This design comes from an exercise in tuning for small area on the open sky130 flow, not from production work. At most, simulation tests tie the RTL to the original design; equivalence was not proved. For runs 3, 5 and 6, only the layout was checked, not whether the RTL still works. The clock cells of runs 2 to 6 come from the design's own scripts or RTL, not from TritonCTS. No driver is modelled on the clock port, so clock power and skew are understated where the tree is cut down; a real chip needs a root buffer or a tree. Power figures rest on the tool's default switching activity, not on a simulated workload.

<file path="flow/config.mk">
export PLATFORM = sky130hd
export DESIGN_NAME = stepper_core
export DESIGN_NICKNAME = stepper_core
export VERILOG_FILES = /design/flow/design.v
export SDC_FILE = /design/flow/constraint.sdc
export NUM_CORES = 4
export LEC_CHECK = 0
export CAP_MARGIN = 20
export CORE_AREA = 2.3 2.72 103.96 119.68
export DIE_AREA = 0 0 106.26 122.4
export SLEW_MARGIN = 20
</file>
<file path="flow/constraint.sdc">
create_clock -name core_clock -period 20.0 [get_ports {clk}]
set_input_delay 4.0000 -clock core_clock [delete_from_list [all_inputs] [get_ports {clk}]]
set_output_delay 4.0000 -clock core_clock [all_outputs]
set_load 0.01 [all_outputs]
</file>
<file path="flow/design.v">
module stepper_core (
    input  wire        clk,
    input  wire        rst,           
    input  wire [34:0] cfg,           
    input  wire        tick,          
    input  wire        cmd_valid,
    input  wire [35:0] cmd_word,      
    output wire        cmd_ready,
    output reg         done,
    output wire [31:0] done_result,
    output reg         write4,
    output wire [43:0] duty,          
    output wire [31:0] pin_id,
    output reg         cfg_out,
    output wire [7:0]  status         
);
    localparam [31:0] SPEED_RESET = 32'd1000;
    localparam [1:0] PH_IDLE = 2'd0;
    localparam [1:0] PH_EMIT = 2'd1;
    localparam [1:0] PH_WAIT = 2'd2;
    localparam [1:0] PH_HALT = 2'd3;
    localparam [3:0] OP_STEP      = 4'h1;
    localparam [3:0] OP_SET_SPEED = 4'h2;
    localparam [3:0] OP_GET_SPEED = 4'h3;
    reg [31:0] pin_r;
    reg [2:0]  mode;
    reg [31:0] speed;
    reg        speed_bad;    
    reg [5:0]  pos;
    reg        valid;        
    reg [1:0]  phase;
    reg [1:0]  cause;        
    reg [30:0] rem;          
    reg        dir;
    reg [31:0] tmr;
    wire cfg_err = mode[2] & (mode[1] | mode[0]);
    wire m_ge1 = mode[2] | mode[1] | mode[0];
    wire m_ge2 = mode[2] | mode[1];
    wire m_ge3 = mode[2] | (mode[1] & mode[0]);
    wire m_ge4 = mode[2];
    wire [4:0] stride = {~m_ge1, m_ge1 & ~m_ge2, m_ge2 & ~m_ge3, m_ge3 & ~m_ge4, m_ge4};
    localparam [175:0] TAB_H = {16'h0001, 16'h07FE, 16'h38FE, 16'h5B3E, 16'hC94E, 16'hAC16, 16'h05DA, 16'h7606, 16'h80A0, 16'h07FE, 16'h38FE};
    localparam [175:0] TAB_L = {16'h0000, 16'hFFC0, 16'hFE38, 16'hF9B4, 16'hE526, 16'hD06A, 16'hB740, 16'hC0DC, 16'h0A02, 16'hFFC0, 16'hFE38};
    wire [10:0] dh, dl;
    genvar gb;
    generate
        for (gb = 0; gb < 11; gb = gb + 1) begin : g_tab
            wire [15:0] th = TAB_H[16*gb +: 16];
            wire [15:0] tl = TAB_L[16*gb +: 16];
            assign dh[gb] = th[pos[3:0]];
            assign dl[gb] = tl[pos[3:0]];
        end
    endgenerate
    wire [3:0]  osel = {valid & (pos[5:4] == 2'd3), valid & (pos[5:4] == 2'd2),
                        valid & (pos[5:4] == 2'd1), valid & (pos[5:4] == 2'd0)};
    assign duty[10:0]  = ({11{osel[3]}} & dh) | ({11{osel[2]}} & dl);
    assign duty[21:11] = ({11{osel[2]}} & dh) | ({11{osel[1]}} & dl);
    assign duty[32:22] = ({11{osel[1]}} & dh) | ({11{osel[0]}} & dl);
    assign duty[43:33] = ({11{osel[0]}} & dh) | ({11{osel[3]}} & dl);
    assign pin_id = pin_r;
    wire [5:0] step_v = {1'b0, stride};
    wire [5:0] next_i = dir ? (pos - step_v) : (pos + step_v);
    wire sweep_end = pos[5] & pos[4] & (pos[3] | ~m_ge1) & (pos[2] | ~m_ge2) &
                     (pos[1] | ~m_ge3) & (pos[0] | ~m_ge4);
    wire tmr_zero = ~(|tmr[30:4]) & (~tmr[3] | m_ge4) & (~tmr[2] | m_ge3) &
                    (~tmr[1] | m_ge2) & (~tmr[0] | m_ge1);
    wire [4:0]  dec_bit = {m_ge4, m_ge3 & ~m_ge4, m_ge2 & ~m_ge3, m_ge1 & ~m_ge2, ~m_ge1};
    wire [30:0] tmr_bw;    
    assign tmr_bw[0] = tick & dec_bit[0];
    genvar gt;
    generate for (gt = 1; gt < 31; gt = gt + 1) begin : g_tb
        if (gt < 5) begin : g_lo
            assign tmr_bw[gt] = (tick & dec_bit[gt]) | (tmr_bw[gt-1] & ~tmr[gt-1]);
        end else begin : g_hi
            assign tmr_bw[gt] = tmr_bw[gt-1] & ~tmr[gt-1];
        end
    end endgenerate
    wire [30:0] tmr_dec = tmr[30:0] ^ tmr_bw;
    wire [30:0] rem_bw;
    assign rem_bw[0] = waiting & tmr_zero & sweep_end;
    genvar gr;
    generate for (gr = 1; gr < 31; gr = gr + 1) begin : g_rb
        assign rem_bw[gr] = rem_bw[gr-1] & ~rem[gr-1];
    end endgenerate
    wire last_sweep = (rem[30:1] == 30'd0) & (rem[0] ^ dir);
    wire [3:0]  op     = cmd_word[35:32];
    wire [31:0] arg    = cmd_word[31:0];
    wire        arg_zero = (arg == 32'd0);
    wire        idle   = (phase == PH_IDLE);
    wire        emit   = (phase == PH_EMIT);
    wire        waiting = (phase == PH_WAIT);
    wire        accept = cmd_valid & idle;
    assign cmd_ready   = idle;
    assign done_result = tmr;
    assign status      = {2'b00, cause, 1'b0, phase == PH_HALT, cfg_err, emit | waiting};
    always @(posedge clk) begin
        if (waiting & ~tmr_zero)
            tmr <= {1'b0, tmr_dec};
        else if (emit | (idle & (op == OP_GET_SPEED)))
            tmr <= speed;
        else
            tmr <= 32'd0;
        if (idle) dir <= arg[31];
        rem <= idle ? (arg[30:0] ^ {31{arg[31]}}) : (rem ^ rem_bw);
        if (rst) begin
            pin_r   <= cfg[31:0];
            mode    <= cfg[34:32];
            speed   <= SPEED_RESET;
            speed_bad <= 1'b0;
            pos     <= {2'b11, cfg[34] | cfg[33] | cfg[32], cfg[34] | cfg[33],
                        cfg[34] | (cfg[33] & cfg[32]), cfg[34]};
            valid   <= 1'b0;
            phase   <= PH_IDLE;
            cause   <= 2'd0;
            done    <= 1'b0;
            write4  <= 1'b0;
            cfg_out <= 1'b1;
        end else begin
            done    <= 1'b0;
            write4  <= 1'b0;
            cfg_out <= 1'b0;
            case (phase)
                PH_IDLE: begin
                    if (accept) begin
                        case (op)
                            OP_STEP: begin
                                if (cfg_err) begin
                                    cause <= 2'd2;
                                    phase <= PH_HALT;
                                end else if (arg_zero) begin
                                    done  <= 1'b1;
                                end else if (speed_bad) begin
                                    cause <= 2'd3;
                                    phase <= PH_HALT;
                                end else begin
                                    phase <= PH_EMIT;
                                end
                            end
                            OP_SET_SPEED: begin
                                speed <= arg;
                                speed_bad <= arg[31] | arg_zero;
                                done  <= 1'b1;
                            end
                            OP_GET_SPEED: begin
                                done  <= 1'b1;
                            end
                            default: begin
                                cause <= 2'd1;
                                phase <= PH_HALT;
                            end
                        endcase
                    end
                end
                PH_EMIT: begin
                    valid  <= 1'b1;
                    write4 <= 1'b1;
                    pos    <= next_i;
                    phase  <= PH_WAIT;
                end
                PH_WAIT: begin
                    if (tmr_zero) begin
                        if (sweep_end & last_sweep) begin
                            phase <= PH_IDLE;
                            done  <= 1'b1;
                        end else begin
                            phase <= PH_EMIT;
                        end
                    end
                end
                default: ;  
            endcase
        end
    end
endmodule
</file>
<file path="flow/flow/run.sh">
#!/bin/bash
set -o pipefail
export BUFFER_PORTS_ARGS="-buffer_cell sky130_fd_sc_hd__buf_1"
export CTS_ARGS="-sink_clustering_enable -repair_clock_nets -dont_use_dummy_load -buf_list sky130_fd_sc_hd__clkbuf_8"
bash standard.sh > standard.log 2>&1
</file>
<file path="flow/standard.sh">
#!/bin/bash
# synth_recipe.tcl (not shown) runs the flow's synth.tcl, then flattens the netlist and writes it again
# the make line also repeats each setting of config.mk as NAME=value (left out here)
make -C /OpenROAD-flow-scripts/flow DESIGN_CONFIG=/design/flow/config.mk WORK_HOME=/design/flow/orfs CLKGATE_MAP_FILE= SYNTH_SCRIPT=/design/flow/synth_recipe.tcl "${@:-finish}"
</file>
==> results of run 1 <==
==> logic make-up after synthesis <==
family                     count (synthesis)
and+or+nand+nor                          178
AOI/OAI and AO/OA                        153
DFF                                      146
buffers and inverters                    131
adders and majority gates                 75
muxes                                     37
xor gates and xnor gates                  36
other                                      1
==> flip-flops by register name, indices dropped and copies added (netlist names) <==
signal     count
dir            1
valid          1
done           1
tmr           32
cfg_out        1
pin_r         32
mode           3
phase          2
write4         1
cause          2
speed         32
rem           31
pos            6
speed_bad      1
==> through the flow <==
step	hold WS, ps	std cells
4_1_cts	438.3	1076
2_1_floorplan	431.9	759
5_1_grt	457.9	1076
6_report	439.5	1076
3_3_place_gp	439.0	1059
3_5_place_dp	446.9	1059
==> cell usage in the layout (no fill, tap or decap), drive strengths merged, types with 2 or more instances in the layout <==
cell type / count
a211o: 4
a21o: 2
a21oi: 43
a311oi: 2
a41o: 2
and2: 3
and4: 2
buf: 193
clkbuf: 19
conb: 3
dfxtp: 106
edfxtp: 40
ha: 74
inv: 79
mux2: 2
mux2i: 34
nand2: 81
nand2b: 4
nand3: 5
nand3b: 10
nand4: 4
nor2: 24
nor2b: 3
nor3: 11
nor4: 19
nor4b: 2
o21ai: 25
o22ai: 32
o2bb2ai: 30
o31ai: 2
or2: 2
or3: 5
xnor2: 32
xor2: 4
==> cells in the mapped netlist (3+ instances only) <==
library cell	instances	share of area [%]
dfxtp_1	106	29
nand2_1	81	4.1
inv_1	78	4.0
ha_1	74	12
a21oi_1	43	2.9
edfxtp_1	40	16
mux2i_1	34	4.6
clkbuf_1	33	1.7
o22ai_1	32	2.7
xnor2_1	32	3.8
o2bb2ai_1	30	3.5
nor2_1	23	1.2
o21ai_0	23	1.6
nor4_1	19	1.6
buf_4	12	1.2
nor3_1	11	0.74
nand3b_1	10	1.0
nand3_1	5	0.34
or3_1	5	0.42
a211o_1	4	0.47
nand2b_1	4	0.34
xor2_1	4	0.47
and2_1	3	0.25
buf_1	3	0.15
buf_2	3	0.20
nand4_1	3	0.25
nor2b_1	3	0.25
==> power by group <==
group / internal [mW] / switching, mW / leakage, nW / total (mW)
combinational: 0.152 / 0.225 / 1.91 / 0.377
clock: 0.0748 / 0.0894 / 0.122 / 0.164
sequential: 0.368 / 0.0513 / 1.26 / 0.419
==> area by class of cell <==
| cell class | instances | share of cell area [%] |
|---|---|---|
| inverter | 79 | 3.549 |
| clock buffer | 17 | 2.801 |
| tap | 157 | 2.351 |
| sequential | 146 | 39.78 |
| timing repair buffer | 195 | 8.971 |
| multi-input combinational | 482 | 42.55 |
==> worst max path at each step <==
| stage | startpoint | endpoint | slack [ps] | depth (start not counted) |
|---|---|---|---|---|
| floorplan | tick | tmr[30] | 9710 | 37 |
| global placement | tick | tmr[30] | 9280 | 38 |
| detailed placement | tick | tmr[30] | 9090 | 38 |
| CTS | tick | tmr[30] | 9520 | 38 |
| global route | tick | tmr[30] | 9200 | 38 |
| finish | tick | tmr[30] | 9540 | 38 |
==> layer usage <==
metal | part of all wire, % | track usage, %
met1 | 40 | 30.83
met2 | 52 | 48.96
met3 | 5.1 | 5.258
met4 | 2.3 | 9.457
met5 | 0 | 0
==> impl_metrics.env, run 1 <==
export IMPL_cp_top_family="adder cells"
export IMPL_antenna_cells=0
export IMPL_seq_area_frac_synth_pct=44.86
export IMPL_r2r_cells=38
export IMPL_finalNetCount=1071
export IMPL_hold_buffers=0
export IMPL_fin_area_um2=8354
export IMPL_finalWorstSetupSlack_ps=9536
export IMPL_rows=43
export IMPL_fp_dieH_um=122.4
export IMPL_hold_viol=0
export IMPL_dp_hpwl_um=13230
export IMPL_p_leak_nw=3.298
export IMPL_r2r_start="mode[2]"
export IMPL_relSlewSlack_pct=31.80
export IMPL_worst_path_max_fanout=5
export IMPL_rsz0062_at_grt="no"
export IMPL_min_path_cells=1
export IMPL_fin_crit_sh_pct=52.32
export IMPL_required_ps=20340
export IMPL_p_per_area_nw_per_um2=115.0
export IMPL_outcome="no timing/DRC/antenna violations"
export IMPL_synth_top_family_by_area="compound AO/OA/AOI/OAI gates"
export IMPL_finalWirelength_um=17060
export IMPL_wl_per_cell_um=15.85
export IMPL_synth_compound_area_share_pct=13.71
export IMPL_totalPowerFinal_mw=0.9607
export IMPL_synth_area_um2=7408
export IMPL_syn_inst=757
export IMPL_ctsResizeCount=0
export IMPL_synth_avg_cell_area_um2=9.786
export IMPL_async_flop_share_pct=0
export IMPL_post_cts_buffers=0
export IMPL_port_buffers=191
export IMPL_vias=5991
export IMPL_dp_slack_ps=9088
export IMPL_cpPeakStageDelay_ps=210
export IMPL_gr_total_overflow=0
export IMPL_worstSetupStartpointType="input port"
export IMPL_clk_pin_slew_worst_paths_ps=70
export IMPL_grt_pass1_wl_um=27410
export IMPL_ios=195
export IMPL_ant_nets=0
export IMPL_dr_pass1_iters=5
export IMPL_min_delay_worst_endpoint="tmr[0]"
export IMPL_htreeDepth=4
export IMPL_worst_path_max_delay_cell="a31o_2"
export IMPL_drt_initial_drc_count=427
export IMPL_cap_violations=0
export IMPL_antenna_found_initial=0
export IMPL_drive_gt1_share_pct=4.244
export IMPL_min_path_type="flip-flop to flip-flop"
export IMPL_synth_edf_count=40
export IMPL_clk_insertion_delay_late_ps=430
export IMPL_setup_violations=0
export IMPL_regArea_um2=3323
export IMPL_cts_tree="done"
export IMPL_routabilityCongestion=0.9039
export IMPL_synth_fa_ha_area_share_pct=12.77
export IMPL_grt_start_max_net_pins=89
export IMPL_post_route_min_period_ps=10460
export IMPL_cts_sinks=146
export IMPL_finClkSkew_ps=35.49
export IMPL_tns_ps=0
export IMPL_area_delta_synth_final_pct=12.77
export IMPL_synth_warnings=1
export IMPL_worstHoldStart="speed[0]"
export IMPL_viasPerCell=5.568
export IMPL_synthSimpleGateAreaFrac_pct=11.75
export IMPL_synthMuxAreaShare_pct=5.202
export IMPL_drc_errors=0
export IMPL_fmax_mhz=95.57
export IMPL_clk_path_buf_depth=2
export IMPL_fillers=974
export IMPL_tightestPinTransition_ps=1023
export IMPL_critPathKind="input port to flip-flop"
export IMPL_place_area_um2=8118
export IMPL_multi_input_area_um2=3555
export IMPL_r2r_end="tmr[30]"
export IMPL_grt_pass1_vias=5760
export IMPL_die_w_um=106.3
export IMPL_slew_viol_final=0
export IMPL_root_buffer="clkbuf_8"
export IMPL_cp_buffers_inverters=1
export IMPL_critPathArrivalTime_ps=10810
export IMPL_synthFlopType="dfxtp_1"
export IMPL_r2r_slack_ps=12450
export IMPL_synth_xor_area_share_pct=4.256
export IMPL_dieArea_um2=13010
export IMPL_track_usage_pct=26.66
export IMPL_cp_end_kind="flip-flop"
export IMPL_ir_drop_uv=63.07
export IMPL_cp_common_cell="ha_1"
export IMPL_initial_core_util_pct=62.31
export IMPL_core_um2=11890
export IMPL_cts_buffers=17
export IMPL_synth_distinct_cells=58
export IMPL_ys_ff_latch=146
export IMPL_final_util_pct=70.26
==> inputs of run 2 (changes only) <==
==> flow/flow/run.sh (replaced) <==
#!/bin/bash
set -o pipefail
export BUFFER_PORTS_ARGS="-buffer_cell sky130_fd_sc_hd__buf_1"
export PRE_CTS_TCL="$(pwd)/flow/clock_tree.tcl"
bash standard.sh > standard.log 2>&1
==> flow/flow/clock_tree.tcl (new file) <==
# Replaces TritonCTS with a two-level clock tree: the flip-flops are split
# into balanced k-means clusters, each driven by one leaf clock buffer at
# its centre; the leaf buffers are split the same way among a few root
# buffers, which the clock port drives directly.
set nleaf [expr {[info exists ::env(MY_CLK_LEAVES)] ? $::env(MY_CLK_LEAVES) : 8}]
set leafm [expr {[info exists ::env(MY_CLK_LEAF_BUF)] ? $::env(MY_CLK_LEAF_BUF) : "sky130_fd_sc_hd__clkbuf_8"}]
set rootm [expr {[info exists ::env(MY_CLK_ROOT_BUF)] ? $::env(MY_CLK_ROOT_BUF) : "sky130_fd_sc_hd__clkbuf_8"}]
set block [ord::get_db_block]
set db [ord::get_db]

# points: list of {key x y}; returns list of {cx cy members}
proc kmeans {points ncl} {
  set n [llength $points]
  set sorted [lsort -real -index 1 $points]
  set cx {}; set cy {}
  for {set k 0} {$k < $ncl} {incr k} {
    set s [lindex $sorted [expr {int(($k + 0.5) * $n / $ncl)}]]
    lappend cx [lindex $s 1]; lappend cy [lindex $s 2]
  }
  set cap [expr {int(ceil(double($n) / $ncl))}]
  for {set iter 0} {$iter < 60} {incr iter} {
    set cand {}
    foreach s $points {
      for {set k 0} {$k < $ncl} {incr k} {
        set dx [expr {[lindex $s 1] - [lindex $cx $k]}]
        set dy [expr {[lindex $s 2] - [lindex $cy $k]}]
        lappend cand [list [expr {$dx * $dx + $dy * $dy}] [lindex $s 0] $k [lindex $s 1] [lindex $s 2]]
      }
    }
    set cand [lsort -real -index 0 $cand]
    array unset asg
    for {set k 0} {$k < $ncl} {incr k} { set cnt($k) 0; set sx($k) 0.0; set sy($k) 0.0; set mem($k) {} }
    foreach c $cand {
      set key [lindex $c 1]; set k [lindex $c 2]
      if {[info exists asg($key)] || $cnt($k) >= $cap} continue
      set asg($key) $k
      incr cnt($k)
      set sx($k) [expr {$sx($k) + [lindex $c 3]}]
      set sy($k) [expr {$sy($k) + [lindex $c 4]}]
      lappend mem($k) $key
    }
    set ncx {}; set ncy {}
    for {set k 0} {$k < $ncl} {incr k} {
      if {$cnt($k) > 0} {
        lappend ncx [expr {$sx($k) / $cnt($k)}]; lappend ncy [expr {$sy($k) / $cnt($k)}]
      } else { lappend ncx [lindex $cx $k]; lappend ncy [lindex $cy $k] }
    }
    set cx $ncx; set cy $ncy
  }
  set out {}
  for {set k 0} {$k < $ncl} {incr k} { lappend out [list [lindex $cx $k] [lindex $cy $k] $mem($k)] }
  return $out
}

proc add_buf {name master x y in_net} {
  set block [ord::get_db_block]
  set inst [odb::dbInst_create $block $master $name]
  set net [odb::dbNet_create $block "${name}_net"]
  $net setSigType CLOCK
  $inst setLocation [expr {int($x - [$master getWidth] / 2)}] [expr {int($y - [$master getHeight] / 2)}]
  $inst setPlacementStatus PLACED
  [$inst findITerm A] connect $in_net
  [$inst findITerm X] connect $net
  return $net
}

set clk_net [$block findNet clk]
$clk_net setSigType CLOCK
set sinks {}
foreach it [$clk_net getITerms] {
  set bb [[$it getInst] getBBox]
  lappend sinks [list $it [expr {([$bb xMin] + [$bb xMax]) / 2.0}] [expr {([$bb yMin] + [$bb yMax]) / 2.0}]]
}
puts "my_cts: [llength $sinks] sinks, $nleaf leaves of $leafm"
set leaves [kmeans $sinks $nleaf]
set nroot [expr {($nleaf + 3) / 4}]
set lpts {}
for {set k 0} {$k < $nleaf} {incr k} {
  set l [lindex $leaves $k]
  lappend lpts [list $k [lindex $l 0] [lindex $l 1]]
}
if {$nroot > 1} {
  set roots [kmeans $lpts $nroot]
} else {
  set roots [list [list 0 0 [lsort -integer [lrange [lsearch -all -index 0 $lpts *] 0 end]]]]
}
set rmaster [$db findMaster $rootm]
set lmaster [$db findMaster $leafm]
set r 0
foreach root $roots {
  set mem [lindex $root 2]
  # the root sits at the centroid of its leaves
  set x 0.0; set y 0.0
  foreach k $mem { set x [expr {$x + [lindex $lpts $k 1]}]; set y [expr {$y + [lindex $lpts $k 2]}] }
  set x [expr {$x / [llength $mem]}]; set y [expr {$y / [llength $mem]}]
  if {$nroot > 1} {
    set rnet [add_buf "clkbuf_root_$r" $rmaster $x $y $clk_net]
  } else { set rnet $clk_net }
  foreach k $mem {
    set l [lindex $leaves $k]
    set lnet [add_buf "clkbuf_leaf_$k" $lmaster [lindex $l 0] [lindex $l 1] $rnet]
    foreach it [lindex $l 2] { $it disconnect; $it connect $lnet }
    puts "my_cts: root $r leaf $k: [llength [lindex $l 2]] sinks"
  }
  incr r
}
# TritonCTS is not run
rename clock_tree_synthesis {}
proc clock_tree_synthesis {args} { puts "my_cts: clock_tree_synthesis $args skipped" }
==> impl_metrics.env, run 2 <==
export IMPL_outcome="no timing/DRC/antenna violations"
export IMPL_routabilityCongestion=0.9039
export IMPL_async_flop_share_pct=0
export IMPL_clk_pin_slew_worst_paths_ps=110
export IMPL_ios=195
export IMPL_synthFlopType="dfxtp_1"
export IMPL_finClkSkew_ps=14.46
export IMPL_power_frac_seq_pct=45.1
export IMPL_power_frac_clock_pct=14.0
export IMPL_vias=5943
export IMPL_required_ps=20260
export IMPL_critPathKind="input port to flip-flop"
export IMPL_critPathArrivalTime_ps=10820
export IMPL_worst_path_max_fanout=5
export IMPL_viasPerCell=5.554
export IMPL_die_w_um=106.3
export IMPL_ys_ff_latch=146
export IMPL_cpPeakStageDelay_ps=210
export IMPL_tightestPinTransition_ps=1007
export IMPL_synth_distinct_cells=58
export IMPL_core_um2=11890
export IMPL_fmax_mhz=94.68
export IMPL_p_sw_mw=0.3609
export IMPL_syn_inst=757
export IMPL_final_cell_mix="buf_1, dfxtp_1, nand2_1"
export IMPL_synth_area_um2=7408
export IMPL_fin_cells=1070
export IMPL_tns_ps=0
export IMPL_worst_path_max_delay_cell="a31o_2"
export IMPL_wl_per_cell_um=15.83
export IMPL_area_delta_synth_final_pct=11.65
export IMPL_gr_total_overflow=0
export IMPL_drt_initial_drc_count=373
export IMPL_cp_buffers_inverters=1
export IMPL_cp_common_cell="ha_1"
export IMPL_cap_violations=0
export IMPL_comb_power_share_pct=40.9
export IMPL_synth_most_common_cell="dfxtp_1"
export IMPL_min_path_type="flip-flop to flip-flop"
export IMPL_post_cts_buffers=0
export IMPL_p_per_area_nw_per_um2=112.3
export IMPL_finalNetCount=1065
export IMPL_cp_end_kind="flip-flop"
export IMPL_port_buffers=191
export IMPL_post_route_min_period_ps=10560
export IMPL_grt_pass1_wl_um=27210
export IMPL_fp_dieH_um=122.4
export IMPL_synth_area_leaders="dfxtp_1, edfxtp_1, ha_1"
export IMPL_initial_core_util_pct=62.31
export IMPL_p_leak_nw=3.254
export IMPL_track_usage_pct=25.50
export IMPL_fin_crit_sh_pct=52.81
export IMPL_clk_insertion_delay_late_ps=340
export IMPL_rsz0062_at_grt="no"
export IMPL_grt_start_max_net_pins=89
export IMPL_hold_viol=0
export IMPL_setup_violations=0
export IMPL_final_common_cell="buf_1"
export IMPL_ir_drop_uv=82.60
export IMPL_synth_edf_count=40
export IMPL_finalWirelength_um=16940
export IMPL_r2r_start="mode[2]"
export IMPL_seq_area_frac_synth_pct=44.86
export IMPL_ant_nets=0
export IMPL_antenna_cells=0
export IMPL_slew_viol_final=0
export IMPL_synth_warnings=1
export IMPL_hold_buffers=0
export IMPL_dp_cells=1059
export IMPL_synth_commonest_cells="dfxtp_1, nand2_1, inv_1"
export IMPL_grt_pass1_vias=5653
export IMPL_dieArea_um2=13010
export IMPL_dp_hpwl_um=13230
export IMPL_ctsResizeCount=0
export IMPL_antenna_found_initial=1
export IMPL_critPathLaunch="tick"
export IMPL_relSlewSlack_pct=32.84
export IMPL_worstSetupStartpointType="input port"
export IMPL_cp_top_family="adder cells"
export IMPL_dr_pass1_iters=5
export IMPL_drive_gt1_share_pct=3.505
export IMPL_drc_errors=0
export IMPL_synth_avg_cell_area_um2=9.786
export IMPL_post_synth_top_area_fraction_pct=28.64
export IMPL_reg_largest_list="pin_r x32, speed x32, tmr x32"
export IMPL_synth_top_cell_by_area="dfxtp_1"
export IMPL_worstHoldStart="speed[1]"
export IMPL_p_int_mw=0.5681
export IMPL_rows=43
export IMPL_fillers=977
export IMPL_swShare_pct=38.85
==> run 2: changes by cell type in the layout (fill, tap and decap cells not counted), sizes merged <==
cell    change
clkbuf      -7
buf         +1
==> run 2: path summary, 6_finish.rpt <==
| kind | end | slack, ps | depth (start not counted) |
|---|---|---|---|
| hold reg to reg | tmr[1] | 470 | 1 |
| hold / removal | tmr[1] | 470 | 1 |
| setup reg to reg | tmr[30] | 12420 | 38 |
| setup / recovery | tmr[30] | 9440 | 38 |
==> run 2: cell families after synthesis <==
logic type,share of synthesized area [%]
buffers and inverters,7.397
AOI/OAI and AO/OA,13.71
adders and majority gates,12.77
xor gates and xnor gates,4.256
muxes,5.202
other,0.05062
and+or+nand+nor,11.75
DFF,44.86
==> run 2: power by group through the flow <==
stage                     combinational [mW]  sequential [mW]  clock, mW
after global placement                 0.363            0.422          0
after CTS                              0.379            0.426     0.0950
after detailed placement               0.378            0.425          0
final                                  0.380            0.419      0.130
after floorplan                        0.288            0.412          0
after global routing                   0.432            0.427      0.144
==> run 2: final cells by class <==
type / instances / area [um2] / area share [%]
tap: 157 / 196.4 / 2.375
timing repair buffer: 196 / 764.5 / 9.242
buffer: 10 / 137.6 / 1.664
sequential: 146 / 3323 / 40.18
multi-input combinational: 482 / 3553 / 42.96
inverter: 79 / 296.5 / 3.585
==> run 2: metrics by stage <==
stage	util, %	instance area, um2	power (mW)	hold slack, ps	setup WS, ps
floorplan	-	7416	0.6999	431.9	9707
global placement	68.27	8118	0.7856	439.0	9280
detailed placement	68.27	8118	0.8034	446.9	9088
CTS	69.43	8255	0.9002	446.5	9086
global route	69.57	8272	1.003	482.3	9108
finish	69.57	8272	0.9290	467.5	9438
==> run 2: per-layer routing <==
metal	vias up	share of wire (%)	global-route usage [%]
met4	0	2.7	6.003
met1	2786	40	30.66
li1	2948	-	-
met3	29	5.4	2.921
met5	-	0	0
met2	180	52	48.52
==> inputs of run 3 (changes only) <==
--- a/flow/design.v
+++ b/flow/design.v
@@ -31,5 +31,9 @@
     reg [1:0]  phase;
     reg [1:0]  cause;        
-    reg [30:0] rem;          
+    reg [3:0]  rlo;
+    reg [26:0] rhi;
+    reg [4:0]  rph;          
+    reg        rpend;        
+    reg        rcy;          
     reg        dir;
     reg [31:0] tmr;
@@ -77,11 +81,12 @@
     end endgenerate
     wire [30:0] tmr_dec = tmr[30:0] ^ tmr_bw;
-    wire [30:0] rem_bw;
-    assign rem_bw[0] = waiting & tmr_zero & sweep_end;
-    genvar gr;
-    generate for (gr = 1; gr < 31; gr = gr + 1) begin : g_rb
-        assign rem_bw[gr] = rem_bw[gr-1] & ~rem[gr-1];
-    end endgenerate
-    wire last_sweep = (rem[30:1] == 30'd0) & (rem[0] ^ dir);
+    wire       rem_en  = waiting & tmr_zero & sweep_end;
+    wire       rlo_wrap = rem_en & (rlo == {4{dir}});
+    wire       rph0    = (rph == 5'b00001);
+    wire       rph_end = (rph == 5'b10101);    
+    wire       rcin    = rph0 ? rpend : rcy;
+    wire       rout    = rhi[0] ^ rcin;
+    wire       rterm   = dir ? (&rhi) : ~(|rhi);
+    wire last_sweep = rterm & (rlo == {dir, dir, dir, 1'b1});
     wire [3:0]  op     = cmd_word[35:32];
     wire [31:0] arg    = cmd_word[31:0];
@@ -102,5 +107,16 @@
             tmr <= 32'd0;
         if (idle) dir <= arg[31];
-        rem <= idle ? (arg[30:0] ^ {31{arg[31]}}) : (rem ^ rem_bw);
+        if (idle) begin
+            rlo   <= arg[3:0];
+            rhi   <= arg[30:4];
+            rph   <= 5'b00001;
+            rpend <= 1'b0;
+        end else begin
+            if (rem_en) rlo <= dir ? rlo + 4'd1 : rlo - 4'd1;
+            rhi   <= {rout, rhi[26:1]};
+            rph   <= rph_end ? 5'b00001 : {rph[3:0], rph[4] ^ rph[2]};
+            rpend <= rlo_wrap | (rpend & ~rph0);
+        end
+        rcy  <= rcin & ~(rhi[0] ^ dir);
         if (rst) begin
             pin_r   <= cfg[31:0];
--- a/flow/config.mk
+++ b/flow/config.mk
@@ -6,6 +6,6 @@
 export NUM_CORES = 4
 export LEC_CHECK = 0
-export CAP_MARGIN = 20
+export CAP_MARGIN = 0
 export CORE_AREA = 2.3 2.72 103.96 119.68
 export DIE_AREA = 0 0 106.26 122.4
-export SLEW_MARGIN = 20
+export SLEW_MARGIN = 0
==> impl_metrics.env, run 3 <==
export IMPL_totalPowerFinal_mw=0.9663
export IMPL_finClkSkew_ps=26.85
export IMPL_place_area_um2=7851
export IMPL_ctsResizeCount=0
export IMPL_synth_distinct_cells=55
export IMPL_synth_top_cell_by_area="dfxtp_1"
export IMPL_routabilityCongestion=0.9080
export IMPL_core_um2=11890
export IMPL_syn_inst=749
export IMPL_grt_start_max_net_pins=78
export IMPL_final_common_cell="buf_1"
export IMPL_post_cts_buffers=0
export IMPL_whs_ps=460.7
export IMPL_post_route_min_period_ps=10520
export IMPL_min_path_type="flip-flop to flip-flop"
export IMPL_fin_crit_sh_pct=52.60
export IMPL_gr_total_overflow=0
export IMPL_synth_area_leaders="dfxtp_1, edfxtp_1, ha_1"
export IMPL_cap_violations=0
export IMPL_comb_power_share_pct=39.6
export IMPL_synth_edf_count=44
export IMPL_track_usage_pct=25.18
export IMPL_cp_common_cell="ha_1"
export IMPL_rows=43
export IMPL_worst_path_max_delay_cell="a31o_2"
export IMPL_antenna_cells=0
export IMPL_power_frac_seq_pct=46.6
export IMPL_worstSetupStartpointType="input port"
export IMPL_hold_viol=0
export IMPL_tightestPinTransition_ps=1114
export IMPL_p_per_area_nw_per_um2=121.0
export IMPL_hold_buffers=0
export IMPL_die_w_um=106.3
export IMPL_final_cell_mix="buf_1, dfxtp_1, nand2_1"
export IMPL_tns_ps=0
export IMPL_antenna_found_initial=0
export IMPL_area_delta_synth_final_pct=11.98
export IMPL_p_int_mw=0.5937
export IMPL_p_sw_mw=0.3726
export IMPL_synth_most_common_cell="dfxtp_1"
export IMPL_initial_core_util_pct=60.00
export IMPL_drive_gt1_share_pct=6.104
export IMPL_setup_violations=0
export IMPL_synth_warnings=1
export IMPL_finalWirelength_um=17020
export IMPL_grt_pass1_wl_um=26900
export IMPL_seq_area_frac_synth_pct=49.11
export IMPL_worst_path_max_fanout=5
export IMPL_synth_avg_cell_area_um2=9.525
export IMPL_required_ps=20210
export IMPL_ant_nets=0
export IMPL_slew_viol_final=0
export IMPL_fmax_mhz=95.06
export IMPL_dp_hpwl_um=12820
export IMPL_cpPeakStageDelay_ps=220
export IMPL_port_buffers=191
export IMPL_fin_area_um2=7989
export IMPL_reg_largest_list="pin_r x32, speed x32, tmr x32"
export IMPL_clk_insertion_delay_late_ps=340
export IMPL_dp_slack_ps=9119
export IMPL_swShare_pct=38.56
export IMPL_dr_pass1_iters=5
export IMPL_grt_pass1_vias=5615
export IMPL_ir_drop_uv=100.1
export IMPL_vias=5954
export IMPL_async_flop_share_pct=0
export IMPL_drc_errors=0
export IMPL_wl_per_cell_um=16.09
export IMPL_viasPerCell=5.628
export IMPL_post_synth_top_area_fraction_pct=30.59
export IMPL_finalNetCount=1026
export IMPL_critPathKind="input port to flip-flop"
export IMPL_clk_pin_slew_worst_paths_ps=110
export IMPL_cp_end_kind="flip-flop"
export IMPL_relSlewSlack_pct=25.72
export IMPL_drt_initial_drc_count=489
export IMPL_synth_commonest_cells="dfxtp_1, nand2_1, a21oi_1"
export IMPL_synthFlopType="dfxtp_1"
export IMPL_ys_ff_latch=153
export IMPL_dieArea_um2=13010
export IMPL_power_frac_clock_pct=13.8
export IMPL_rsz0062_at_grt="no"
export IMPL_ios=195
export IMPL_synth_area_um2=7134
export IMPL_outcome="no timing/DRC/antenna violations"
export IMPL_p_leak_nw=2.855
export IMPL_fp_dieH_um=122.4
export IMPL_critPathArrivalTime_ps=10720
export IMPL_finalWorstSetupSlack_ps=9481
## run 3: worst max-delay path: cells and delay by family
kind                     cells  cell delay [ps]
adder cells (fa/ha/maj)     30             5470
AO/OA/AOI/OAI                5              870
buffers and inverters        1              120
AND/OR/NAND/NOR              2              120
XOR/XNOR                     1              120
## run 3: layout make-up
class	instances	area [um2]
Fill cell	1014	3901
Tap cell	157	196.4
Sequential cell	153	3503
Multi-Input combinational cell	501	3246
Inverter	42	157.7
Buffer	10	137.6
Timing Repair Buffer	195	748.2
## run 3: per-layer routing
| layer | vias to the layer above | routed length [um] | global-route usage [%] |
|---|---|---|---|
| met5 | - | 0 | 0 |
| met4 | 0 | 319 | 5.181 |
| met3 | 25 | 1072 | 3.293 |
| met2 | 187 | 8768 | 47.52 |
| met1 | 2785 | 6858 | 30.72 |
| li1 | 2957 | - | - |
## run 3: worst paths after layout
path | to | from | slack (ps) | cells after the start
worst min register to register | rpend | rpend | 460 | 2
worst max register to register | tmr[30] | mode[1] | 12590 | 39
worst min-delay path | rpend | rpend | 460 | 2
worst max-delay path | tmr[30] | tick | 9480 | 39
## run 3: kinds of logic (layout without fill, tap and decap cells)
| logic type | after synthesis | in the layout | synth area share [%] |
|---|---|---|---|
| and+or+nand+nor | 238 | 238 | 15.89 |
| AOI/OAI and AO/OA | 164 | 164 | 13.49 |
| DFF | 153 | 153 | 49.11 |
| buffers and inverters | 97 | 247 | 5.822 |
| adders and majority gates | 48 | 48 | 8.629 |
| muxes | 36 | 36 | 5.542 |
| xor gates and xnor gates | 12 | 12 | 1.473 |
| other | 1 | 3 | 0.05256 |
## run 3: per-stage QoR
stage	std cells	util, %
after global routing	1058	67.19
after CTS	1058	67.19
after detailed placement	1048	66.03
after global placement	1048	66.03
final	1058	67.19
after floorplan	751	-
## run 3: power by group through the flow
stage / clock network (mW) / registers (mW) / logic (mW)
2_1_floorplan: 0 / 0.440 / 0.293
3_3_place_gp: 0 / 0.454 / 0.371
3_5_place_dp: 0 / 0.458 / 0.383
4_1_cts: 0.0971 / 0.458 / 0.385
5_1_grt: 0.145 / 0.461 / 0.434
6_report: 0.133 / 0.450 / 0.383
==> inputs of run 4 (changes only) <==
--- a/flow/design.v
+++ b/flow/design.v
@@ -83,6 +83,6 @@
     wire       rem_en  = waiting & tmr_zero & sweep_end;
     wire       rlo_wrap = rem_en & (rlo == {4{dir}});
-    wire       rph0    = (rph == 5'b00001);
-    wire       rph_end = (rph == 5'b10101);    
+    wire       rph0    = (rph == 5'd0);
+    wire       rph_end = (rph == 5'd26);
     wire       rcin    = rph0 ? rpend : rcy;
     wire       rout    = rhi[0] ^ rcin;
@@ -110,10 +110,10 @@
             rlo   <= arg[3:0];
             rhi   <= arg[30:4];
-            rph   <= 5'b00001;
+            rph   <= 5'd0;
             rpend <= 1'b0;
         end else begin
             if (rem_en) rlo <= dir ? rlo + 4'd1 : rlo - 4'd1;
             rhi   <= {rout, rhi[26:1]};
-            rph   <= rph_end ? 5'b00001 : {rph[3:0], rph[4] ^ rph[2]};
+            rph   <= rph_end ? 5'd0 : rph + 5'd1;
             rpend <= rlo_wrap | (rpend & ~rph0);
         end
--- a/flow/config.mk
+++ b/flow/config.mk
@@ -6,6 +6,6 @@
 export NUM_CORES = 4
 export LEC_CHECK = 0
-export CAP_MARGIN = 0
+export CAP_MARGIN = 20
 export CORE_AREA = 2.3 2.72 103.96 119.68
 export DIE_AREA = 0 0 106.26 122.4
-export SLEW_MARGIN = 0
+export SLEW_MARGIN = 20
==> impl_metrics.env, run 4 <==
export IMPL_outcome="no timing/DRC/antenna violations"
export IMPL_synth_most_common_cell="dfxtp_1"
export IMPL_gr_total_overflow=0
export IMPL_grt_pass1_wl_um=26720
export IMPL_syn_inst=748
export IMPL_synth_area_um2=7256
export IMPL_drive_gt1_share_pct=6.733
export IMPL_clk_insertion_delay_late_ps=330
export IMPL_worstSetupStartpointType="input port"
export IMPL_slew_viol_final=0
export IMPL_routabilityCongestion=0.8569
export IMPL_post_cts_buffers=0
export IMPL_dr_pass1_iters=5
export IMPL_fin_area_um2=8078
export IMPL_cp_top_family="adder cells"
export IMPL_synth_warnings=1
export IMPL_rows=43
export IMPL_critPathArrivalTime_ps=10990
export IMPL_ctsResizeCount=0
export IMPL_synthFlopType="dfxtp_1"
export IMPL_finalWirelength_um=17060
export IMPL_dieArea_um2=13010
export IMPL_place_area_um2=7939
export IMPL_synth_top_cell_by_area="dfxtp_1"
export IMPL_async_flop_share_pct=0
export IMPL_drt_initial_drc_count=431
export IMPL_finClkSkew_ps=26.42
export IMPL_crit_cells=39
export IMPL_fillers=1002
export IMPL_die_w_um=106.3
export IMPL_synth_distinct_cells=61
export IMPL_post_synth_top_area_fraction_pct=30.07
export IMPL_clk_pin_slew_worst_paths_ps=120
export IMPL_hold_viol=0
export IMPL_cp_common_cell="ha_1"
export IMPL_wl_per_cell_um=16.05
export IMPL_p_leak_nw=2.899
export IMPL_worst_path_max_fanout=4
export IMPL_relSlewSlack_pct=42.80
export IMPL_p_per_area_nw_per_um2=119.3
export IMPL_grt_pass1_vias=5545
export IMPL_setup_violations=0
export IMPL_final_cell_mix="buf_1, dfxtp_1, nand2_1"
export IMPL_vias=6056
export IMPL_seq_area_frac_synth_pct=48.28
export IMPL_tightestPinTransition_ps=858.0
export IMPL_ant_nets=0
export IMPL_cp_buffers_inverters=1
export IMPL_min_path_type="flip-flop to flip-flop"
export IMPL_final_common_cell="buf_1"
export IMPL_cpPeakStageDelay_ps=220
export IMPL_cp_end_kind="flip-flop"
export IMPL_post_route_min_period_ps=10780
export IMPL_ir_drop_uv=76.61
export IMPL_synth_area_leaders="dfxtp_1, edfxtp_1, ha_1"
export IMPL_initial_core_util_pct=61.02
export IMPL_reg_largest_list="pin_r x32, speed x32, tmr x32"
export IMPL_dp_hpwl_um=12780
export IMPL_cap_violations=0
export IMPL_critPathKind="input port to flip-flop"
export IMPL_fmax_mhz=92.76
export IMPL_synth_edf_count=44
export IMPL_viasPerCell=5.697
export IMPL_grt_start_max_net_pins=77
export IMPL_port_buffers=191
export IMPL_finalNetCount=1034
export IMPL_tns_ps=0
export IMPL_ys_ff_latch=153
export IMPL_fin_crit_sh_pct=53.90
export IMPL_required_ps=20210
export IMPL_area_delta_synth_final_pct=11.33
export IMPL_worst_path_max_delay_cell="and3_1"
export IMPL_drc_errors=0
export IMPL_antenna_cells=0
export IMPL_r2r_slack_ps=12380
export IMPL_antenna_found_initial=0
export IMPL_synth_avg_cell_area_um2=9.700
export IMPL_r2r_cells=38
export IMPL_synth_commonest_cells="dfxtp_1, nand2_1, inv_1"
export IMPL_min_path_cells=2
export IMPL_core_um2=11890
export IMPL_fp_dieH_um=122.4
export IMPL_hold_buffers=0
export IMPL_rsz0062_at_grt="no"
export IMPL_track_usage_pct=24.84
export IMPL_ios=195
-- run 4: changes by cell type after synthesis, moves of 4 or more --
cell / change
inv_1: +10
clkbuf_4: +4
nor2_1: -4
nand3_1: +6
nand2b_1: -5
clkbuf_1: -12
a21oi_1: -4
nand2_1: -8
o21ai_2: +5
-- run 4: worst paths after layout --
kind	startpoint	to
max	tick	tmr[30]
min	speed[13]	speed[13]
max reg2reg	mode[2]	tmr[30]
min reg2reg	speed[13]	speed[13]
-- run 4: cells by family (layout without fill, tap and decap cells) --
family                   after synthesis  after routing  share of synthesized area, %
flip-flops                           153            153                         48.28
XOR/XNOR                              14             14                         1.690
adder cells (fa/ha/maj)               51             51                         9.002
buffers and inverters                102            258                         6.725
AO/OA/AOI/OAI                        167            167                         14.04
AND/OR/NAND/NOR                      226            226                         14.86
multiplexers                          34             34                         5.346
other                                  1              3                       0.05168
-- run 4: tightest hold or removal path, cell delays in order, from the launching register on --
cell     delay [ps]
dfxtp_1         330
nand2_1          50
a21oi_1          50
-- run 4: area by class of cell --
cell class / count / area (um2) / area share [%]
multi-input combinational: 495 / 3289 / 40.72
tap: 157 / 196.4 / 2.432
timing repair buffer: 196 / 755.7 / 9.356
buffer: 10 / 137.6 / 1.704
inverter: 52 / 195.2 / 2.416
sequential: 153 / 3503 / 43.37
-- run 4: layer usage --
layer  vias to the layer above  share of wire (%)  routed length (um)  track usage [%]
met5                         -                  0                   0                0
li1                       2976                  -                   -                -
met3                        25                4.6                 778            1.487
met2                       194                 51                8747            46.31
met1                      2861                 43                7261            32.12
met4                         0                1.6                 275            4.523
-- run 4: metrics by stage --
stage	worst slack (ps)	utilization (%)	hold WS, ps	instances	power, mW
after CTS	8843	67.93	446.7	1063	0.9362
after floorplan	9503	-	430.0	750	0.7418
after global placement	9128	66.77	440.7	1053	0.8204
after detailed placement	8880	66.77	446.7	1053	0.8348
final	9219	67.94	464.4	1063	0.9634
after global routing	8868	67.94	475.2	1063	1.032
-- run 4: report_power, final --
| group | switching (mW) | total (mW) | internal, mW | leakage [nW] |
|---|---|---|---|---|
| registers | 0.0634 | 0.451 | 0.388 | 1.33 |
| clock network | 0.0859 | 0.132 | 0.0459 | 0.0719 |
| logic | 0.223 | 0.381 | 0.157 | 1.50 |
| total | 0.373 | 0.963 | 0.591 | 2.90 |
==> inputs of run 5 (changes only) <==
--- a/flow/design.v
+++ b/flow/design.v
@@ -16,8 +16,10 @@
 );
     localparam [31:0] SPEED_RESET = 32'd1000;
-    localparam [1:0] PH_IDLE = 2'd0;
-    localparam [1:0] PH_EMIT = 2'd1;
-    localparam [1:0] PH_WAIT = 2'd2;
-    localparam [1:0] PH_HALT = 2'd3;
+    localparam [2:0] PH_IDLE = 3'b000;
+    localparam [2:0] PH_EMIT = 3'b100;
+    localparam [2:0] PH_WAIT = 3'b101;
+    localparam [2:0] PH_H1   = 3'b001;    
+    localparam [2:0] PH_H2   = 3'b010;
+    localparam [2:0] PH_H3   = 3'b011;
     localparam [3:0] OP_STEP      = 4'h1;
     localparam [3:0] OP_SET_SPEED = 4'h2;
@@ -29,6 +31,5 @@
     reg [5:0]  pos;
     reg        valid;        
-    reg [1:0]  phase;
-    reg [1:0]  cause;        
+    reg [2:0]  phase;        
     reg [3:0]  rlo;
     reg [26:0] rhi;
@@ -83,6 +84,6 @@
     wire       rem_en  = waiting & tmr_zero & sweep_end;
     wire       rlo_wrap = rem_en & (rlo == {4{dir}});
-    wire       rph0    = (rph == 5'd0);
-    wire       rph_end = (rph == 5'd26);
+    wire       rph0    = (rph == 5'b00001);
+    wire       rph_end = (rph == 5'b10101);    
     wire       rcin    = rph0 ? rpend : rcy;
     wire       rout    = rhi[0] ^ rcin;
@@ -93,10 +94,11 @@
     wire        arg_zero = (arg == 32'd0);
     wire        idle   = (phase == PH_IDLE);
-    wire        emit   = (phase == PH_EMIT);
-    wire        waiting = (phase == PH_WAIT);
+    wire        halted = ~phase[2] & (phase[1] | phase[0]);
+    wire        emit   = phase[2] & ~phase[0];
+    wire        waiting = phase[2] & phase[0];
     wire        accept = cmd_valid & idle;
     assign cmd_ready   = idle;
     assign done_result = tmr;
-    assign status      = {2'b00, cause, 1'b0, phase == PH_HALT, cfg_err, emit | waiting};
+    assign status      = {2'b00, phase[1], phase[0] & ~phase[2], 1'b0, halted, cfg_err, phase[2]};
     always @(posedge clk) begin
         if (waiting & ~tmr_zero)
@@ -110,10 +112,10 @@
             rlo   <= arg[3:0];
             rhi   <= arg[30:4];
-            rph   <= 5'd0;
+            rph   <= 5'b00001;
             rpend <= 1'b0;
         end else begin
             if (rem_en) rlo <= dir ? rlo + 4'd1 : rlo - 4'd1;
             rhi   <= {rout, rhi[26:1]};
-            rph   <= rph_end ? 5'd0 : rph + 5'd1;
+            rph   <= rph_end ? 5'b00001 : {rph[3:0], rph[4] ^ rph[2]};
             rpend <= rlo_wrap | (rpend & ~rph0);
         end
@@ -128,5 +130,4 @@
             valid   <= 1'b0;
             phase   <= PH_IDLE;
-            cause   <= 2'd0;
             done    <= 1'b0;
             write4  <= 1'b0;
@@ -142,11 +143,9 @@
                             OP_STEP: begin
                                 if (cfg_err) begin
-                                    cause <= 2'd2;
-                                    phase <= PH_HALT;
+                                    phase <= PH_H2;
                                 end else if (arg_zero) begin
                                     done  <= 1'b1;
                                 end else if (speed_bad) begin
-                                    cause <= 2'd3;
-                                    phase <= PH_HALT;
+                                    phase <= PH_H3;
                                 end else begin
                                     phase <= PH_EMIT;
@@ -162,6 +161,5 @@
                             end
                             default: begin
-                                cause <= 2'd1;
-                                phase <= PH_HALT;
+                                phase <= PH_H1;
                             end
                         endcase
==> flow/flow/run.sh (replaced) <==
#!/bin/bash
set -o pipefail
export BUFFER_PORTS_ARGS="-buffer_cell sky130_fd_sc_hd__buf_1"
export MY_CLK_ROOTS=1 MY_CLK_ROOT_BUF=sky130_fd_sc_hd__clkbuf_16
export PRE_CTS_TCL="$(pwd)/flow/clock_tree.tcl"
bash standard.sh > standard.log 2>&1
--- a/flow/flow/clock_tree.tcl
+++ b/flow/flow/clock_tree.tcl
@@ -74,5 +74,5 @@
 puts "my_cts: [llength $sinks] sinks, $nleaf leaves of $leafm"
 set leaves [kmeans $sinks $nleaf]
-set nroot [expr {($nleaf + 3) / 4}]
+set nroot [expr {[info exists ::env(MY_CLK_ROOTS)] ? $::env(MY_CLK_ROOTS) : ($nleaf + 3) / 4}]
 set lpts {}
 for {set k 0} {$k < $nleaf} {incr k} {
@@ -80,9 +80,5 @@
   lappend lpts [list $k [lindex $l 0] [lindex $l 1]]
 }
-if {$nroot > 1} {
-  set roots [kmeans $lpts $nroot]
-} else {
-  set roots [list [list 0 0 [lsort -integer [lrange [lsearch -all -index 0 $lpts *] 0 end]]]]
-}
+set roots [kmeans $lpts $nroot]
 set rmaster [$db findMaster $rootm]
 set lmaster [$db findMaster $leafm]
@@ -94,7 +90,5 @@
   foreach k $mem { set x [expr {$x + [lindex $lpts $k 1]}]; set y [expr {$y + [lindex $lpts $k 2]}] }
   set x [expr {$x / [llength $mem]}]; set y [expr {$y / [llength $mem]}]
-  if {$nroot > 1} {
-    set rnet [add_buf "clkbuf_root_$r" $rmaster $x $y $clk_net]
-  } else { set rnet $clk_net }
+  set rnet [add_buf "clkbuf_root_$r" $rmaster $x $y $clk_net]
   foreach k $mem {
     set l [lindex $leaves $k]
--- a/flow/config.mk
+++ b/flow/config.mk
@@ -6,6 +6,6 @@
 export NUM_CORES = 4
 export LEC_CHECK = 0
-export CAP_MARGIN = 20
+export CAP_MARGIN = 0
 export CORE_AREA = 2.3 2.72 103.96 119.68
 export DIE_AREA = 0 0 106.26 122.4
-export SLEW_MARGIN = 20
+export SLEW_MARGIN = 0
==> impl_metrics.env, run 5 <==
export IMPL_outcome="no timing/DRC/antenna violations"
export IMPL_dr_pass1_iters=5
export IMPL_tns_ps=0
export IMPL_dp_slack_ps=9075
export IMPL_synthFlopType="dfxtp_1"
export IMPL_relSlewSlack_pct=19.46
export IMPL_seq_area_frac_synth_pct=49.11
export IMPL_ir_drop_uv=55.13
export IMPL_rows=43
export IMPL_regArea_um2=3483
export IMPL_dieArea_um2=13010
export IMPL_fp_dieH_um=122.4
export IMPL_slew_viol_final=0
export IMPL_synth_edf_count=44
export IMPL_synth_area_um2=7093
export IMPL_post_synth_top_area_fraction_pct=30.48
export IMPL_syn_inst=812
export IMPL_synth_top_family_by_area="simple AND/OR/NAND/NOR gates"
export IMPL_worst_path_max_fanout=5
export IMPL_finalWorstSetupSlack_ps=9471
export IMPL_tightestPinTransition_ps=1204
export IMPL_worst_path_max_delay_cell="a31o_2"
export IMPL_final_cell_mix="nand2_1, buf_1, dfxtp_1"
export IMPL_critPathKind="input port to flip-flop"
export IMPL_initial_core_util_pct=59.65
export IMPL_required_ps=20210
export IMPL_viasPerCell=5.654
export IMPL_setup_violations=0
export IMPL_whs_ps=459.8
export IMPL_synth_fa_ha_area_share_pct=7.973
export IMPL_synthMuxAreaShare_pct=0.7056
export IMPL_synth_most_common_cell="nand2_1"
export IMPL_synth_top_cell_by_area="dfxtp_1"
export IMPL_finClkSkew_ps=19.82
export IMPL_met3_usage_pct=1.965
export IMPL_drt_initial_drc_count=367
export IMPL_fillers=1045
export IMPL_die_w_um=106.3
export IMPL_wl_per_cell_um=15.54
export IMPL_reg_largest_list="pin_r x32, speed x32, tmr x32"
export IMPL_p_leak_nw=2.902
export IMPL_port_buffers=191
export IMPL_ys_ff_latch=152
export IMPL_post_cts_buffers=0
export IMPL_clk_pin_slew_worst_paths_ps=110
export IMPL_synth_avg_cell_area_um2=8.735
export IMPL_ant_nets=0
export IMPL_worstSetupStartpointType="input port"
export IMPL_ctsResizeCount=0
export IMPL_fmax_mhz=94.97
export IMPL_dp_hpwl_um=13170
export IMPL_fin_crit_sh_pct=52.65
export IMPL_grt_util_met2_pct=48.68
export IMPL_multi_input_area_um2=3168
export IMPL_final_common_cell="nand2_1"
export IMPL_async_flop_share_pct=0
export IMPL_grt_use_met1_pct=31.30
export IMPL_synth_commonest_cells="nand2_1, dfxtp_1, a21oi_1"
export IMPL_drive_gt1_share_pct=2.194
export IMPL_synth_area_leaders="dfxtp_1, edfxtp_1, nand2_1"
export IMPL_post_route_min_period_ps=10530
export IMPL_antenna_cells=0
export IMPL_vias=6298
export IMPL_grt_start_max_net_pins=90
export IMPL_synth_compound_area_share_pct=13.32
export IMPL_cap_violations=0
export IMPL_gr_total_overflow=0
export IMPL_hold_buffers=0
export IMPL_track_usage_pct=25.54
export IMPL_cp_end_kind="flip-flop"
export IMPL_grt_pass1_vias=5875
export IMPL_ios=195
export IMPL_drc_errors=0
export IMPL_cp_common_cell="ha_1"
export IMPL_place_area_um2=7742
export IMPL_cpPeakStageDelay_ps=220
export IMPL_synth_distinct_cells=57
export IMPL_core_um2=11890
export IMPL_min_path_type="flip-flop to flip-flop"
export IMPL_antenna_found_initial=0
export IMPL_finalWirelength_um=17320
export IMPL_final_util_pct=66.25
export IMPL_grt_pass1_wl_um=27460
export IMPL_fin_area_um2=7878
export IMPL_finalNetCount=1078
export IMPL_p_per_area_nw_per_um2=74.35
export IMPL_grt_busiest_layer="met2"
export IMPL_synth_warnings=1
export IMPL_rsz0062_at_grt="no"
export IMPL_synth_xor_area_share_pct=0.9878
export IMPL_synthSimpleGateAreaFrac_pct=21.49
export IMPL_critPathArrivalTime_ps=10740
export IMPL_routabilityCongestion=0.8892
export IMPL_area_delta_synth_final_pct=11.06
export IMPL_clk_insertion_delay_late_ps=360
export IMPL_hold_viol=0
[run 5: layout make-up]
type	instances	share of cell area, %
flip-flops and latches	152	44.22
plain buffers	9	1.715
well taps	157	2.494
multi-input cells	560	40.22
repair buffers	193	9.307
inverters	43	2.049
[run 5: final timing paths]
check / from / to / depth (start not counted) / slack, ps
worst max register to register: mode[2] / tmr[30] / 39 / 12510
worst max-delay path: tick / tmr[30] / 39 / 9470
worst min-delay path: rph[0] / rph[1] / 1 / 460
worst min register to register: rph[0] / rph[1] / 1 / 460
[run 5: per-stage QoR]
stage / std cells / power (mW)
after floorplan: 814 / 0.4267
after global placement: 1105 / 0.4545
after detailed placement: 1105 / 0.4594
after CTS: 1114 / 0.5573
after global routing: 1114 / 0.6169
final: 1114 / 0.5857
[run 5: power by group]
part / leakage, nW / switching [mW] / internal (mW)
logic: 1.52 / 0.0612 / 0.0379
registers: 1.31 / 0.0174 / 0.337
clock network: 0.0698 / 0.0866 / 0.0458
total: 2.90 / 0.165 / 0.420
[run 5: kinds of logic (layout without fill, tap and decap cells)]
kind of cell	count (synthesis)	count (layout)
and+or+nand+nor	336	336
adders and majority gates	44	44
buffers and inverters	102	245
DFF	152	152
AOI/OAI and AO/OA	164	164
other	1	3
xor gates and xnor gates	8	8
muxes	5	5
[run 5: routing by layer]
metal,vias to the layer above,part of all wire [%]
met2,213,53
li1,3088,-
met4,0,2.3
met1,2963,39
met5,-,0
met3,34,5.8
[run 5: critical path, delay by kind of cell]
| family | cells | cell delay, ps |
|---|---|---|
| adder cells (fa/ha/maj) | 30 | 5490 |
| AO/OA/AOI/OAI | 5 | 880 |
| XOR/XNOR | 1 | 120 |
| buffers and inverters | 1 | 140 |
| AND/OR/NAND/NOR | 2 | 120 |
==> inputs of run 6 (changes only) <==
==> flow/flow/run.sh (replaced) <==
#!/bin/bash
set -o pipefail
export BUFFER_PORTS_ARGS="-buffer_cell sky130_fd_sc_hd__buf_1"
export MY_CLK_LEAVES=9 MY_CLK_ROOTS=1 MY_CLK_ROOT_BUF=sky130_fd_sc_hd__clkbuf_16
export PRE_CTS_TCL="$(pwd)/flow/clock_tree.tcl"
bash standard.sh > standard.log 2>&1
==> impl_metrics.env, run 6 <==
export IMPL_reg_largest_list="pin_r x32, speed x32, tmr x32"
export IMPL_grt_pass1_wl_um=27540
export IMPL_cp_endpoint="tmr[30]"
export IMPL_synth_most_common_cell="nand2_1"
export IMPL_rows=43
export IMPL_die_w_um=106.3
export IMPL_finalNetCount=1079
export IMPL_ant_nets=0
export IMPL_critPathLaunch="tick"
export IMPL_vias=6263
export IMPL_routabilityCongestion=0.8892
export IMPL_cp_end_kind="flip-flop"
export IMPL_r2r_cells=39
export IMPL_r2r_start="mode[2]"
export IMPL_port_buffers=191
export IMPL_post_cts_buffers=0
export IMPL_fmax_mhz=94.60
export IMPL_required_ps=20210
export IMPL_finClkSkew_ps=29.55
export IMPL_wl_per_cell_um=15.57
export IMPL_cp_top_family="adder cells"
export IMPL_antenna_found_initial=0
export IMPL_worst_path_max_delay_cell="a31o_2"
export IMPL_worstSetupStartpointType="input port"
export IMPL_synth_distinct_cells=57
export IMPL_clk_insertion_delay_late_ps=360
export IMPL_relSlewSlack_pct=17.96
export IMPL_r2r_slack_ps=12510
export IMPL_post_synth_top_area_fraction_pct=30.48
export IMPL_grt_busiest_layer="met2"
export IMPL_whs_ps=457.4
export IMPL_ios=195
export IMPL_hold_buffers=0
export IMPL_gr_total_overflow=0
export IMPL_drive_gt1_share_pct=2.296
export IMPL_crit_cells=39
export IMPL_initial_core_util_pct=59.65
export IMPL_synth_edf_count=44
export IMPL_cp_buffers_inverters=1
export IMPL_async_flop_share_pct=0
export IMPL_ys_ff_latch=152
export IMPL_grt_start_max_net_pins=90
export IMPL_fin_crit_sh_pct=52.86
export IMPL_min_path_cells=2
export IMPL_grt_use_met1_pct=31.38
export IMPL_rsz0062_at_grt="no"
export IMPL_met3_usage_pct=1.806
export IMPL_worst_path_max_fanout=5
export IMPL_finalWirelength_um=17360
export IMPL_synth_area_leaders="dfxtp_1, edfxtp_1, nand2_1"
export IMPL_grt_pass1_vias=5960
export IMPL_dieArea_um2=13010
export IMPL_synth_avg_cell_area_um2=8.735
export IMPL_tightestPinTransition_ps=1227
export IMPL_synth_commonest_cells="nand2_1, dfxtp_1, a21oi_1"
export IMPL_synth_warnings=1
export IMPL_clk_pin_slew_worst_paths_ps=110
export IMPL_cpPeakStageDelay_ps=220
export IMPL_ctsResizeCount=0
export IMPL_critPathArrivalTime_ps=10780
export IMPL_tns_ps=0
export IMPL_fp_dieH_um=122.4
export IMPL_cap_violations=0
export IMPL_final_cell_mix="nand2_1, buf_1, dfxtp_1"
export IMPL_core_um2=11890
export IMPL_dr_pass1_iters=5
export IMPL_drc_errors=0
export IMPL_drt_initial_drc_count=359
export IMPL_cp_common_cell="ha_1"
export IMPL_post_route_min_period_ps=10570
export IMPL_slew_viol_final=0
export IMPL_r2r_end="tmr[30]"
export IMPL_antenna_cells=0
export IMPL_outcome="no timing/DRC/antenna violations"
export IMPL_critPathKind="input port to flip-flop"
export IMPL_synth_area_um2=7093
export IMPL_viasPerCell=5.617
export IMPL_setup_violations=0
export IMPL_seq_area_frac_synth_pct=49.11
export IMPL_p_per_area_nw_per_um2=74.83
export IMPL_final_common_cell="nand2_1"
export IMPL_syn_inst=812
export IMPL_dp_hpwl_um=13170
export IMPL_hold_viol=0
export IMPL_min_path_type="flip-flop to flip-flop"
export IMPL_grt_util_met2_pct=48.88
export IMPL_synth_top_cell_by_area="dfxtp_1"
export IMPL_ir_drop_uv=52.34
export IMPL_track_usage_pct=25.63
export IMPL_p_leak_nw=2.909
export IMPL_synthFlopType="dfxtp_1"
export IMPL_area_delta_synth_final_pct=11.25
run 6: cell counts after synthesis:
Identical to the previous run, type by type.
run 6: final cells by class:
class                      instances  area [um2]
inverter                          43       161.4
sequential                       152        3483
multi-input combinational        560        3168
buffer                            10       148.9
tap                              157       196.4
timing repair buffer             193       733.2
fill                            1043        3999
run 6: per-layer routing:
layer / vias to the layer above / routed length (um) / part of all wire [%]
li1: 3084 / - / -
met1: 2939 / 6890 / 40
met2: 209 / 9167 / 53
met3: 31 / 942 / 5.4
met4: 0 / 357 / 2.1
met5: - / 0 / 0
run 6: cell families after synthesis:
logic type / synth area share, %
compound gates: 13.32
fa+ha+maj: 7.973
simple gates: 21.49
flops: 49.11
buf+inv: 6.368
other cells: 0.05287
xor+xnor: 0.9879
mux: 0.7056
run 6: report_power, final:
part           switching, mW  internal, mW
Sequential            0.0174         0.337
Clock                 0.0870        0.0501
Combinational         0.0612        0.0381
run 6: through the flow:
step | area (um2) | setup slack [ps] | util [%] | power [mW] | std cells
5_1_grt | 7891 | 9108 | 66.37 | 0.6220 | 1115
4_1_cts | 7891 | 9034 | 66.37 | 0.5628 | 1115
3_5_place_dp | 7742 | 9075 | 65.12 | 0.4594 | 1105
2_1_floorplan | 7101 | 9728 | - | 0.4267 | 814
6_report | 7891 | 9429 | 66.37 | 0.5905 | 1115
3_3_place_gp | 7742 | 9283 | 65.12 | 0.4545 | 1105
run 6: worst reg2reg max path, delay by kind of cell (launching register included):
kind                       cells  cell delay (ps)
AOI/OAI and AO/OA              5              880
xor gates and xnor gates       1              120
adders and majority gates     30             5540
DFF                            1              560
and+or+nand+nor                3              280
run 6: worst min-delay path by stage:
stage / end / start
detailed placement: tmr[1] / speed[1]
finish: tmr[1] / speed[1]
global route: speed[1] / speed[1]
CTS: tmr[1] / speed[1]
global placement: rph[3] / rph[4]
floorplan: rph[1] / rph[0]

re-timing with driven ports:
No port has a modelled driver above. Below, the same layouts with a new extraction and two added sets of constraints.
Step 1, drivers: a clkbuf_16 drives clk and a buf_2 each remaining input, both assumed.
Step 2 moves the port delays by t, midway between the first and last clock arrival at a register: inputs arrive t later, outputs are due t later. That takes back most of the time a late clock gives input paths.
a / b / c = ideal / step 1 / step 2; a / b = the first two.
run | t, ns | slack for setup (ns) | hold WS [ns] | latest minus earliest clock arrival (ns) | worst slew at a driven data input, ns
run 1 | 0.453 | 9.536 / 9.543 / 9.090 | 0.440 / 0.440 / 0.440 | 0.038 / 0.038 | 0.05
run 2 | 0.383 | 9.438 / 9.459 / 9.076 | 0.468 / 0.468 / 0.468 | 0.016 / 0.016 | 0.04
run 3 | 0.374 | 9.481 / 9.492 / 9.117 | 0.461 / 0.461 / 0.461 | 0.027 / 0.027 | 0.05
run 4 | 0.366 | 9.219 / 9.234 / 8.868 | 0.464 / 0.464 / 0.464 | 0.027 / 0.027 | 0.04
run 5 | 0.388 | 9.471 / 9.476 / 9.088 | 0.460 / 0.460 / 0.460 | 0.022 / 0.022 | 0.05
run 6 | 0.390 | 9.429 / 9.434 / 9.044 | 0.457 / 0.457 / 0.457 | 0.030 / 0.031 | 0.05
After both steps every run listed still meets setup and hold. For run 1, which loses most, drivers alone change the setup slack by +0.007 ns; drivers and shift together by -0.446 ns.
